What follows belongs to an exercise in optimizing a design on an open flow for small area, a short achievable clock period and few clock cycles per item; a production flow would make more cautious choices. The RTL was checked by simulation tests, not by an equivalence proof against the original design. Power and IR drop assume default switching activity.

<file path="design/flow/run.sh">
#!/bin/bash
# synth_recipe.tcl (not shown) runs the flow's synth.tcl, then flattens the netlist and writes it again
# the make line also repeats each setting of config.mk as NAME=value (left out here)
make -C /OpenROAD-flow-scripts/flow DESIGN_CONFIG=/design/flow/config.mk WORK_HOME=/design/flow/orfs CLKGATE_MAP_FILE= SYNTH_SCRIPT=/design/flow/synth_recipe.tcl finish
</file>
<file path="design/flow/constraint.sdc">
create_clock -name core_clock -period 15.0 [get_ports {clk}]
set_input_delay 3.0000 -clock core_clock [delete_from_list [all_inputs] [get_ports {clk}]]
set_output_delay 3.0000 -clock core_clock [all_outputs]
set_load 0.01 [all_outputs]
</file>
<file path="design/flow/config.mk">
export PLATFORM = sky130hd
export DESIGN_NAME = ssrb_raster
export DESIGN_NICKNAME = ssrb_raster
export VERILOG_FILES = /design/flow/design.v
export SDC_FILE = /design/flow/constraint.sdc
export NUM_CORES = 8
export LEC_CHECK = 0
export CAP_MARGIN = 20
export CORE_MARGIN = 2
export CORE_UTILIZATION = 25
export SLEW_MARGIN = 20
</file>
<file path="design/flow/design.v">
module ssrb_intensity (
    input  wire [31:0] mag,
    output reg  [7:0]  q
);
    localparam [255*31-1:0] THR = {
        31'h457a4924,   
        31'h456f3ca7,   
        31'h4564ad07,   
        31'h455a94c0,   
        31'h4550ee8f,   
        31'h4547b569,   
        31'h453ee47f,   
        31'h45367736,   
        31'h452e6929,   
        31'h4526b623,   
        31'h451f5a1f,   
        31'h45185147,   
        31'h451197ef,   
        31'h450b2a93,   
        31'h450505da,   
        31'h44fe4d1b,   
        31'h44f3133d,   
        31'h44e8583d,   
        31'h44de1680,   
        31'h44d448ad,   
        31'h44cae9a6,   
        31'h44c1f486,   
        31'h44b964a1,   
        31'h44b1357e,   
        31'h44a962d9,   
        31'h44a1e89c,   
        31'h449ac2df,   
        31'h4493ede9,   
        31'h448d6627,   
        31'h44872833,   
        31'h448130c8,   
        31'h4476f997,   
        31'h446c1284,   
        31'h4461a6a7,   
        31'h4457b08f,   
        31'h444e2b0b,   
        31'h44451121,   
        31'h443c5e11,   
        31'h44340d52,   
        31'h442c1a8b,   
        31'h44248198,   
        31'h441d3e80,   
        31'h44164d7b,   
        31'h440faae7,   
        31'h4409534f,   
        31'h44034364,   
        31'h43faeff4,   
        31'h43efdc1a,   
        31'h43e54570,   
        31'h43db266f,   
        31'h43d179cf,   
        31'h43c83a84,   
        31'h43bf63b9,   
        31'h43b6f0d2,   
        31'h43aedd67,   
        31'h43a7253f,   
        31'h439fc454,   
        31'h4398b6cc,   
        31'h4391f8f8,   
        31'h438b8754,   
        31'h43855e82,   
        31'h437ef698,   
        31'h4373b53f,   
        31'h4368f317,   
        31'h435eaa85,   
        31'h4354d629,   
        31'h434b70e3,   
        31'h434275cb,   
        31'h4339e031,   
        31'h4331ab9a,   
        31'h4329d3be,   
        31'h43225485,   
        31'h431b2a05,   
        31'h43145081,   
        31'h430dc465,   
        31'h43078247,   
        31'h430186e3,   
        31'h42f79e32,   
        31'h42ecafda,   
        31'h42e23d0b,   
        31'h42d84051,   
        31'h42ceb473,   
        31'h42c59479,   
        31'h42bcdb9d,   
        31'h42b48552,   
        31'h42ac8d40,   
        31'h42a4ef3c,   
        31'h429da74e,   
        31'h4296b1a7,   
        31'h42900aa8,   
        31'h4289aed6,   
        31'h42839ae0,   
        31'h427b9734,   
        31'h42707bf7,   
        31'h4265de3e,   
        31'h425bb87e,   
        31'h4252056c,   
        31'h4248bff7,   
        31'h423fe348,   
        31'h42376ac0,   
        31'h422f51f2,   
        31'h422794a6,   
        31'h42202ed0,   
        31'h42191c94,   
        31'h42125a42,   
        31'h420be452,   
        31'h4205b766,   
        31'h41ffa086,   
        31'h41f457ac,   
        31'h41e98e59,   
        31'h41df3eec,   
        31'h41d56403,   
        31'h41cbf87a,   
        31'h41c2f765,   
        31'h41ba5c13,   
        31'h41b22204,   
        31'h41aa44ee,   
        31'h41a2c0b5,   
        31'h419b916f,   
        31'h4194b35a,   
        31'h418e22e1,   
        31'h4187dc98,   
        31'h4181dd37,   
        31'h4178433a,   
        31'h416d4d9a,   
        31'h4162d3d4,   
        31'h4158d072,   
        31'h414f3e38,   
        31'h41461828,   
        31'h413d597c,   
        31'h4134fda3,   
        31'h412d0041,   
        31'h41255d29,   
        31'h411e1061,   
        31'h41171617,   
        31'h41106aa8,   
        31'h410a0a99,   
        31'h4103f296,   
        31'h40fc3ee2,   
        31'h40f11c3f,   
        31'h40e67773,   
        31'h40dc4aef,   
        31'h40d29166,   
        31'h40c945c3,   
        31'h40c0632c,   
        31'h40b7e4ff,   
        31'h40afc6cc,   
        31'h40a80456,   
        31'h40a09992,   
        31'h409982a0,   
        31'h4092bbcd,   
        31'h408c418f,   
        31'h40861085,   
        31'h40802573,   
        31'h4074fa86,   
        31'h406a2a03,   
        31'h405fd3b7,   
        31'h4055f23c,   
        31'h404c806c,   
        31'h40437957,   
        31'h403ad848,   
        31'h403298bd,   
        31'h402ab669,   
        31'h40232d2f,   
        31'h401bf91e,   
        31'h40151676,   
        31'h400e819d,   
        31'h40083725,   
        31'h400233c4,   
        31'h3ff8e8b1,   
        31'h3fedebc3,   
        31'h3fe36b02,   
        31'h3fd960f3,   
        31'h3fcfc858,   
        31'h3fc69c2f,   
        31'h3fbdd7af,   
        31'h3fb57644,   
        31'h3fad738e,   
        31'h3fa5cb60,   
        31'h3f9e79ba,   
        31'h3f977ac9,   
        31'h3f90cae9,   
        31'h3f8a669a,   
        31'h3f844a88,   
        31'h3f7ce701,   
        31'h3f71bcf1,   
        31'h3f67110d,   
        31'h3f5cddc2,   
        31'h3f531dbd,   
        31'h3f49cbe8,   
        31'h3f40e366,   
        31'h3f385f8f,   
        31'h3f303bf3,   
        31'h3f287452,   
        31'h3f21049c,   
        31'h3f19e8f0,   
        31'h3f131d99,   
        31'h3f0c9f09,   
        31'h3f0669df,   
        31'h3f007adc,   
        31'h3ef59dcd,   
        31'h3eeac614,   
        31'h3ee068e4,   
        31'h3ed680d4,   
        31'h3ecd08b8,   
        31'h3ec3fb9f,   
        31'h3ebb54cf,   
        31'h3eb30fc5,   
        31'h3eab2830,   
        31'h3ea399f0,   
        31'h3e9c6112,   
        31'h3e9579d3,   
        31'h3e8ee097,   
        31'h3e8891ee,   
        31'h3e828a8c,   
        31'h3e798e96,   
        31'h3e6e8a55,   
        31'h3e640294,   
        31'h3e59f1d4,   
        31'h3e5052d4,   
        31'h3e47208e,   
        31'h3e3e5636,   
        31'h3e35ef35,   
        31'h3e2de729,   
        31'h3e2639e0,   
        31'h3e1ee359,   
        31'h3e17dfbf,   
        31'h3e112b69,   
        31'h3e0ac2d8,   
        31'h3e04a2b3,   
        31'h3dfd8f8f,   
        31'h3df25e0f,   
        31'h3de7ab0e,   
        31'h3ddd70f6,   
        31'h3dd3aa72,   
        31'h3dca5267,   
        31'h3dc163f4,   
        31'h3db8da71,   
        31'h3db0b168,   
        31'h3da8e498,   
        31'h3da16fed,   
        31'h3d9a4f85,   
        31'h3d937fa6,   
        31'h3d8cfcc2,   
        31'h3d86c375,   
        31'h3d80d07d,   
        31'h3d764180,   
        31'h3d6b628e,   
        31'h3d60fe75,   
        31'h3d570fcb,   
        31'h3d4d915f,   
        31'h3d447e3e,   
        31'h3d3bd1aa,   
        31'h3d33871d,   
        31'h3d2b9a43    
    };
    reg [255:0] ge;
    reg [7:0]   sum [0:510];
    integer k;
    always @(*) begin
        for (k = 0; k < 255; k = k + 1)
            ge[k] = (mag[30:0] >= THR[k*31 +: 31]);
        ge[255] = 1'b0;
        for (k = 0; k < 256; k = k + 1)
            sum[255 + k] = {7'd0, ge[k]};
        for (k = 254; k >= 0; k = k - 1)
            sum[k] = sum[2*k + 1] + sum[2*k + 2];
        if (mag[31] || mag[30:0] > 31'h7f800000)
            q = 8'd0;
        else
            q = sum[0];
    end
endmodule
module ssrb_raster (
    input  wire        clk,
    input  wire        rst,         
    input  wire        sp_valid,
    output wire        sp_ready,
    input  wire [31:0] sp_data,
    output reg         done,
    input  wire [3:0]  rd_col,
    input  wire [2:0]  rd_row,
    output reg  [23:0] rd_pix
);
    localparam W   = 16;
    localparam H   = 8;
    localparam NB  = 2049;
    localparam [7:0]  HUE   = 8'h96;
    localparam [23:0] FLOOR = {HUE, 8'hff, 8'h00};
    localparam [H*12-1:0] BIN = {
        12'd696, 12'd495, 12'd364, 12'd265, 12'd183, 12'd114, 12'd53, 12'd0
    };
    reg  [11:0] bin_cnt;            
    reg  [23:0] col   [0:H-1];      
    reg  [23:0] ras   [0:W*H-1];    
    wire        take = sp_valid && sp_ready;
    wire        last = (bin_cnt == NB - 1);
    wire [7:0]  q;
    ssrb_intensity u_int (.mag(sp_data), .q(q));
    wire [23:0] pix = {HUE, 8'hff - q, q};
    assign sp_ready = 1'b1;
    integer i, c;
    always @(posedge clk) begin
        if (rst) begin
            bin_cnt <= 12'd0;
            done    <= 1'b0;
            for (i = 0; i < W*H; i = i + 1)
                ras[i] <= FLOOR;
        end else begin
            done <= 1'b0;
            if (take) begin
                if (last) begin
                    bin_cnt <= 12'd0;
                    for (c = 0; c < W-1; c = c + 1)
                        for (i = 0; i < H; i = i + 1)
                            ras[c*H + i] <= ras[(c+1)*H + i];
                    for (i = 0; i < H; i = i + 1)
                        ras[(W-1)*H + i] <= col[i];
                    done <= 1'b1;
                end else begin
                    bin_cnt <= bin_cnt + 12'd1;
                end
            end
        end
    end
    always @(posedge clk) begin
        if (take)
            for (i = 0; i < H; i = i + 1)
                if (bin_cnt == BIN[i*12 +: 12])
                    col[i] <= pix;
    end
    always @(posedge clk)
        rd_pix <= ras[{rd_col, rd_row}];
endmodule
</file>
==> flow_summary_export.csv <==
group,metric,value,unit
grt,grt_overflow,0,
synthesis,synth_edf_count,128,
place,io_buffers,58,
setup_path,setup.worst_path.class,"input pin to flip-flop",
hold_path,min_path_type,"flip-flop to flip-flop",
cts,hold_buffers,0,
synthesis,yosysSeqAreaShare,44.5,%
setup_path,slowest_delay,0.67,ns
setup_path,worstPathArrival,15.30,ns
sta,finalHoldViolations,0,
grt,grt_usage,33.9,%
cells_and_area,stdcell_area,129000,sq um
cts,htreeDepth,4,
cts,cts_tree,"done",
power,pwr-share-clk,12.5,%
place,hpwl,539,mm
setup_path,cp_common_cell,"fa_1",
sta,finalSetupViolCount,0,
cts,clk_pin_slew_worst_paths,0.07,ns
power,p_sw,18.5,mW
power,pwr-share-comb,67.9,%
route,wl,735,mm
synthesis,yosys_register_bits,2205,
sta,fin_crit,14.58,ns
die,pin_count,68,
cells_and_area,areaGrowthSynthToFinish,26.0,%
run,max_cap_viol_count,0,
cts,cts_root_buf,"clkbuf_16",
sta,slew_headroom,11.7,%
synthesis,synth_area_leader_cell,"dfxtp_1",
route,wl_per_cell,42.9,microns
route,final_antenna_net_count,0,
route,remaining_drc_errors,0,
synthesis,syn_area,102000,sq um
cts,post_cts_buffers,0,
die,die_area,413000,sq um
grt,grt_pass1_wl,950,mm
cts,cts.path.max_buffers,4,
synthesis,yosys-top-cells-area,"dfxtp_1 41%, a22o_1 9.5%, o22a_1 8.8%",
place,gp_congestion,1.11,
power,p_int,24.1,mW
route,drt-initial-drc-count,18802,
die,die_h,643,microns
die,row_count,234,
die,die-width,643,microns
setup_path,cp.required,15.72,ns
grt,grt_antenna_before_repair,111,
cells_and_area,final_cell_mix,"2077 x dfxtp_1, 1778 x buf_4, 1111 x a22o_1",
route,vias,107879,
sta,post-route-period-util,97.2,%
die,initial_core_util,25.1,%
route,firstDrtPassIters,14,
place,placed_cell_area,122000,sq um
synthesis,ys.flop_type,"dfxtp_1",
setup_path,cp_slowest_cell,"o21ai_0",
status,status,"no timing/DRC/antenna violations",
cells_and_area,drive_above_1_share,20.9,%
cts,clk_latency,0.88,ns
sta,clock.fmax,0.0686,GHz
synthesis,async_reset_ff_share,0,%
sta,max_slew.worst_pin.slew,1.32,ns
setup_path,endpoint_kind,"flip-flop",
synthesis,synth_cells,10292,
cells_and_area,final_common_cell,"dfxtp_1",
power,p_seq_share,19.6,%
grt,grt_max_degree,239,
power,peakVddDrop,2.59,mV
cts,cts_resized,0,
setup_path,critPathMaxFanout,16,
power,power_leakage,47.0,nW
grt,grt_pass1_vias,98386,
die,core-area,406000,sq um
sta,finClkSkew,0.0429,ns
place,place_ws,-0.0543,ns
synthesis,synth.distinct_cells,100,
sta,finalMaxSlewViolations,0,
sta,rsz0062_at_grt,"no",
cts,cts_inserted_buffers,204,
power,powerDensity,331,nW/um^2
cts,numClockSinks,2205,
synthesis,ys_warn_count,5,
setup_path,crit_path_start_kind,"input pin",
power,netSwitchingFraction,43.4,%
synthesis,synth_top_area_share,40.7,%
route,viasPerCell,6.30,
cells_and_area,finalNetCount,11914,
sta,timing.final.ws_setup,0.416,ns
synthesis,syn_area_per_cell,9.91,sq um
path summary, 6_finish.rpt:
kind | startpoint | end | slack, ns | cells past startpoint
hold / removal | col[6][10] | ras[126][10] | 0.42 | 1
setup reg to reg | bin_cnt[0] | ras[46][15] | 9.37 | 12
hold reg to reg | col[6][10] | ras[126][10] | 0.42 | 1
setup / recovery | sp_data[4] | col[2][7] | 0.42 | 35
routing by layer:
metal	GRT usage, %	vias to the layer above	routed length (microns)
met1	40.3	53909	272000
met3	10.2	2711	80700
li1	-	42617	-
met4	31.9	52	82200
met2	48.5	8590	300000
met5	0.116	-	400
sequential cells by signal, indices dropped and copies added, names as in the netlist:
| register | flops |
|---|---|
| col | 128 |
| ras | 2048 |
| rd_pix | 16 |
| done | 1 |
| bin_cnt | 12 |
critical path: cells and delay by family:
family                     cells  cell delay (ns)
adders and majority gates     13             6.23
AOI/OAI and AO/OA             10             2.98
buffers and inverters          9             1.87
and+or+nand+nor                2             0.94
xor gates and xnor gates       1             0.23
kinds of logic (layout without fill, tap and decap cells):
family | after synthesis | in the layout | share of synthesized area, %
compound gates | 4354 | 4354 | 33.3
xor+xnor | 18 | 18 | 0.154
fa+ha+maj | 419 | 419 | 7.02
buf+inv | 1362 | 2671 | 5.29
flops | 2205 | 2205 | 44.5
mux | 19 | 19 | 0.201
other cells | 2 | 101 | 0.00736
simple gates | 1913 | 1913 | 9.54
layout make-up:
| class | instances | area [sq um] |
|---|---|---|
| clock inverter | 70 | 746 |
| sequential | 2205 | 45400 |
| clock buffer | 291 | 5920 |
| tap | 5428 | 6790 |
| fill | 42556 | 278000 |
| timing repair buffer | 1945 | 16100 |
| antenna | 92 | 230 |
| inverter | 365 | 1390 |
| multi-input combinational | 6732 | 52000 |
Yosys cell counts, types with 134 or more instances:
library cell / number
a22oi_1: 565
nand2_1: 380
ha_1: 163
o22a_1: 1030
nand4_1: 155
a31oi_1: 134
a21oi_1: 360
nor2_1: 454
nor3_1: 187
fa_1: 256
nor4_1: 134
o21ai_0: 379
clkbuf_1: 806
dfxtp_1: 2077
inv_1: 362
a22o_1: 1111
nand3_1: 217
through the flow:
stage	hold WS [ns]	total power [mW]	TNS (ns)	utilization [%]	cells
after floorplan	0.424	30.0	0	-	10299
after global placement	0.430	38.3	-1.47	29.9	16674
final	0.425	42.6	0	31.6	17128
after CTS	0.429	43.1	0	31.6	17035
after global routing	0.457	44.0	0	31.6	17055
after detailed placement	0.437	37.9	-0.434	29.9	16674
power groups by stage:
stage	sequential, mW	clock [mW]	combinational [mW]
after floorplan	11.6	0	18.4
after global placement	8.77	0	29.5
after detailed placement	8.70	0	29.2
after CTS	8.57	5.32	29.2
after global routing	8.46	5.54	30.0
final	8.36	5.32	28.9
Testbench counts, summed over its fixed seeds: cycles 524,560, columns 256.

[separate check: timing with driven ports]
Ports are ideal in the flow. The routed layout listed here was re-timed in OpenROAD. Step 1 sets driving cells, clkbuf_16 on the clock port and buf_2 on the other inputs (assumed; they add their load-dependent delay and slew). Step 2 times the ports against the registers' clock, not the clock port: input delays grow and output delays shrink by t, the midpoint of the rising clock arrivals with the driver on. Slacks: no drivers / after step 1 / after step 2; pairs: no drivers / after step 1.
t, ns: 0.935
setup WS [ns]: 0.416 / 0.481 / -0.454
pins driven straight from the clock port: 1
Met with ideal ports but missed after step 2: setup timing in this run. For this run, drivers alone change the setup slack by +0.065 ns; drivers and shift together by -0.870 ns.
